What follows belongs to an exercise in optimizing a design on an open flow for small area; a production flow would make more cautious choices.
RTL that was checked went through simulation tests only; none was proved equivalent to the original.
Power and IR drop assume default switching activity.

==> flow/design.v <==
module caliper_channel (
    input               clk,
    input               rst,
    input  [17:0]       dt_lo,
    input               dt_big,
    input               tick_stb,
    input               edge_stb,
    input               clk_line,
    input               data_line,
    input               invert,
    output reg [23:0]   smp,
    output reg          vld,
    output reg          pwr,
    output reg          notify
);
    localparam [17:0] OFF  = 18'd62144;            
    reg [23:0]   acc;
    reg [4:0]    cnt;
    reg [17:0]   g;
    reg          far;
    reg          rs;
    wire c = clk_line  ^ invert;
    wire d = data_line ^ invert;
    wire [18:0] cy;
    wire [18:0] s;
    assign cy[0] = 1'b0;
    genvar k;
    generate
        for (k = 0; k < 18; k = k + 1) begin : g_add
            assign s[k]    = g[k] ^ dt_lo[k] ^ cy[k];
            assign cy[k+1] = (g[k] & dt_lo[k]) | (g[k] & cy[k]) | (dt_lo[k] & cy[k]);
        end
    endgenerate
    assign s[18] = cy[18];
    wire        ge_pl  = far | dt_big | s[18];
    wire        gt_rs  = rs | dt_big | (|dt_lo[17:11]) | cy[11] | (s[10:0] > 11'd1704);
    wire [23:0] acc_next = {d, acc[23:1]};
    wire        act      = edge_stb & c;
    wire        last     = cnt[4] & cnt[2] & cnt[1] & cnt[0];
    wire        pub      = act & last;
    always @(posedge clk) begin
        if (act)
            acc <= acc_next;
        if (rst)
            vld <= 1'b0;
        else if (pub)
            vld <= 1'b1;
        if (pub)
            smp <= acc_next;
    end
    always @(posedge clk) begin
        if (rst) begin
            cnt    <= 5'd0;
            g      <= OFF;
            far    <= 1'b0;
            rs     <= 1'b0;
            pwr    <= 1'b0;
            notify <= 1'b0;
        end else begin
            notify <= 1'b0;
            if (edge_stb) begin
                if (c) begin
                    pwr <= 1'b1;
                    if (last) begin
                        cnt    <= 5'd0;
                        notify <= 1'b1;
                    end else begin
                        cnt <= cnt + 5'd1;
                    end
                end else if (gt_rs) begin
                    cnt <= 5'd0;
                end
                g   <= OFF;
                far <= 1'b0;
                rs  <= 1'b0;
            end else begin
                g   <= s[17:0];
                far <= ge_pl;
                rs  <= gt_rs;
                if (tick_stb && pwr && ge_pl) begin
                    pwr    <= 1'b0;
                    notify <= 1'b1;
                end
            end
        end
    end
endmodule
module caliper_sampler #(
    parameter NCH           = 16,
    parameter TW            = 64,
    parameter RESYNC_US     = 1000,
    parameter POWER_LOSS_US = 200000
) (
    input                clk,
    input                rst,
    input  [TW-1:0]      now,
    input                tick_stb,
    input  [NCH-1:0]     edge_stb,
    input  [NCH-1:0]     clk_line,
    input  [NCH-1:0]     data_line,
    input  [NCH-1:0]     invert,
    output [NCH-1:0]     notify,
    input  [3:0]         rd_ch,
    output [23:0]        rd_raw,
    output               rd_pwr,
    output               rd_unit,
    output               rd_sign,
    output [19:0]        rd_mag,
    input  [23:0]        dec_raw,
    output               dec_unit,
    output               dec_sign,
    output [19:0]        dec_mag
);
    reg  [TW-1:0]  prev_now;
    reg            first;
    wire [18:0]    dt_lo_b = {1'b0, now[17:0]} - {1'b0, prev_now[17:0]};
    wire [17:0]    dt_lo   = dt_lo_b[17:0];
    wire [TW-19:0] nh      = now[TW-1:18];
    wire [TW-19:0] ph      = prev_now[TW-1:18];
    wire [TW-19:0] z       = nh ^ ph;
    wire           x_le1   = ~|(z[TW-19:1] & (~ph[TW-20:0] | nh[TW-20:0]));
    wire           dt_big  = first ? |nh : (~x_le1 | (z[0] & ~dt_lo_b[18]));
    always @(posedge clk) begin
        prev_now <= {now[TW-1:18], now[17:0] & {18{~rst}}};
        first    <= rst;
    end
    wire [23:0]    smp [0:NCH-1];
    wire [NCH-1:0] vld;
    wire [NCH-1:0] pwr;
    genvar i;
    generate
        for (i = 0; i < NCH; i = i + 1) begin : g_ch
            caliper_channel u_ch (
                .clk       (clk),
                .rst       (rst),
                .dt_lo     (dt_lo),
                .dt_big    (dt_big),
                .tick_stb  (tick_stb),
                .edge_stb  (edge_stb[i]),
                .clk_line  (clk_line[i]),
                .data_line (data_line[i]),
                .invert    (invert[i]),
                .smp       (smp[i]),
                .vld       (vld[i]),
                .pwr       (pwr[i]),
                .notify    (notify[i])
            );
        end
    endgenerate
    assign rd_raw  = vld[rd_ch] ? smp[rd_ch] : 24'd0;
    assign rd_pwr  = pwr[rd_ch];
    assign rd_unit = rd_raw[23];
    assign rd_sign = rd_raw[20];
    assign rd_mag  = rd_raw[19:0];
    assign dec_unit = dec_raw[23];
    assign dec_sign = dec_raw[20];
    assign dec_mag  = dec_raw[19:0];
endmodule
Settings: LEC_CHECK=0, CAP_MARGIN=20, CORE_MARGIN=2, CORE_UTILIZATION=65, SLEW_MARGIN=20; clock period 10.0 ns.
standard.sh (not shown) runs the stock make flow with config.mk's settings and CLKGATE_MAP_FILE= SYNTH_SCRIPT=/design/flow/synth_recipe.tcl, a recipe that flattens the netlist after the stock synthesis.
==> flow/flow/run.sh <==
#!/bin/bash
# Standard layout (the standard.sh, standard synthesis unchanged) with two
# changes: CTS does not add dummy loads, and port buffers are buf_1.
set -euo pipefail
W="$(cd "$(dirname "${BASH_SOURCE[0]}")/.." && pwd)"
cd "$W"
export CTS_ARGS="-sink_clustering_enable -repair_clock_nets -dont_use_dummy_load -buf_list sky130_fd_sc_hd__clkbuf_8 -sink_clustering_size 14 -sink_clustering_max_diameter 50"
export BUFFER_PORTS_ARGS="-buffer_cell sky130_fd_sc_hd__buf_1"
bash "$W/standard.sh" > "$W/standard.log" 2>&1
Then changed:
--- a/flow/design.v
+++ b/flow/design.v
@@ -11,16 +11,16 @@
     output reg [23:0]   smp,
     output reg          vld,
     output reg          pwr,
     output reg          notify
 );
-    localparam [17:0] OFF  = 18'd62144;            
+    localparam [17:0] OFF  = 18'd0;
+    localparam [17:0] RSYN = 18'd1000;
     reg [23:0]   acc;
     reg [4:0]    cnt;
     reg [17:0]   g;
     reg          far;
-    reg          rs;
     wire c = clk_line  ^ invert;
     wire d = data_line ^ invert;
     wire [18:0] cy;
     wire [18:0] s;
     assign cy[0] = 1'b0;
@@ -30,12 +30,12 @@
             assign s[k]    = g[k] ^ dt_lo[k] ^ cy[k];
             assign cy[k+1] = (g[k] & dt_lo[k]) | (g[k] & cy[k]) | (dt_lo[k] & cy[k]);
         end
     endgenerate
     assign s[18] = cy[18];
-    wire        ge_pl  = far | dt_big | s[18];
-    wire        gt_rs  = rs | dt_big | (|dt_lo[17:11]) | cy[11] | (s[10:0] > 11'd1704);
+    wire        ge_pl  = far | dt_big | s[18] | (s[17:0] >= 18'd200000);
+    wire        gt_rs  = ge_pl | (s[17:0] > RSYN);    
     wire [23:0] acc_next = {d, acc[23:1]};
     wire        act      = edge_stb & c;
     wire        last     = cnt[4] & cnt[2] & cnt[1] & cnt[0];
     wire        pub      = act & last;
     always @(posedge clk) begin
@@ -51,11 +51,10 @@
     always @(posedge clk) begin
         if (rst) begin
             cnt    <= 5'd0;
             g      <= OFF;
             far    <= 1'b0;
-            rs     <= 1'b0;
             pwr    <= 1'b0;
             notify <= 1'b0;
         end else begin
             notify <= 1'b0;
             if (edge_stb) begin
@@ -70,15 +69,13 @@
                 end else if (gt_rs) begin
                     cnt <= 5'd0;
                 end
                 g   <= OFF;
                 far <= 1'b0;
-                rs  <= 1'b0;
             end else begin
                 g   <= s[17:0];
                 far <= ge_pl;
-                rs  <= gt_rs;
                 if (tick_stb && pwr && ge_pl) begin
                     pwr    <= 1'b0;
                     notify <= 1'b1;
                 end
             end
@@ -111,19 +108,20 @@
     output               dec_sign,
     output [19:0]        dec_mag
 );
     reg  [TW-1:0]  prev_now;
     reg            first;
-    wire [18:0]    dt_lo_b = {1'b0, now[17:0]} - {1'b0, prev_now[17:0]};
+    wire [17:0]    pl      = prev_now[17:0] & {18{~first}};
+    wire [18:0]    dt_lo_b = {1'b0, now[17:0]} - {1'b0, pl};
     wire [17:0]    dt_lo   = dt_lo_b[17:0];
     wire [TW-19:0] nh      = now[TW-1:18];
     wire [TW-19:0] ph      = prev_now[TW-1:18];
     wire [TW-19:0] z       = nh ^ ph;
     wire           x_le1   = ~|(z[TW-19:1] & (~ph[TW-20:0] | nh[TW-20:0]));
     wire           dt_big  = first ? |nh : (~x_le1 | (z[0] & ~dt_lo_b[18]));
     always @(posedge clk) begin
-        prev_now <= {now[TW-1:18], now[17:0] & {18{~rst}}};
+        prev_now <= now;
         first    <= rst;
     end
     wire [23:0]    smp [0:NCH-1];
     wire [NCH-1:0] vld;
     wire [NCH-1:0] pwr;
Area after synthesis came out lower by 0.35%.
Power came out lower by about 0.7%.
Worst hold slack stays flat.
Clock-buffer cell count came out lower by 2.
Sequential share of layout area came out lower by 0.93 points.
Worst setup slack is worse by 0.12 ns.
Design area came out higher by about 0.6%.
Critical path depth came out lower by 1.
Wire length came out higher by about 0.7%.
For the first run of this note, only the layout was checked, not whether the RTL still works.

==> what the ideal ports hide <==
No port has a modelled driver above. Below, the same layouts with a new extraction and two added sets of constraints.
Step 1 (the two cells are an assumption about what drives the block):
set clk [get_ports {clk}]
set_driving_cell -lib_cell sky130_fd_sc_hd__clkbuf_16 $clk
set_driving_cell -lib_cell sky130_fd_sc_hd__buf_2 [delete_from_list [all_inputs] $clk]
Step 2 adds t to the input delays and takes it off the output delays; t is the mean of the earliest and latest rising clock arrival at the registers after step 1. Input paths then give back, and output paths get back, about the clock's delay inside the block.
Three values: ideal, step 1, step 2; two values: the first two.
run | t (ns) | setup WS [ns] | pins driven straight from the clock port
the first run | 0.785 | 0.432 / 0.471 / -0.314 | 1
the second run | 0.796 | 0.316 / 0.342 / -0.455 | 1
With both steps, setup timing fails in the first run and the second run, where it was met with ideal ports. The setup slack of the second run, which loses most, moves by +0.026 ns with the drivers and by -0.771 ns with both steps.
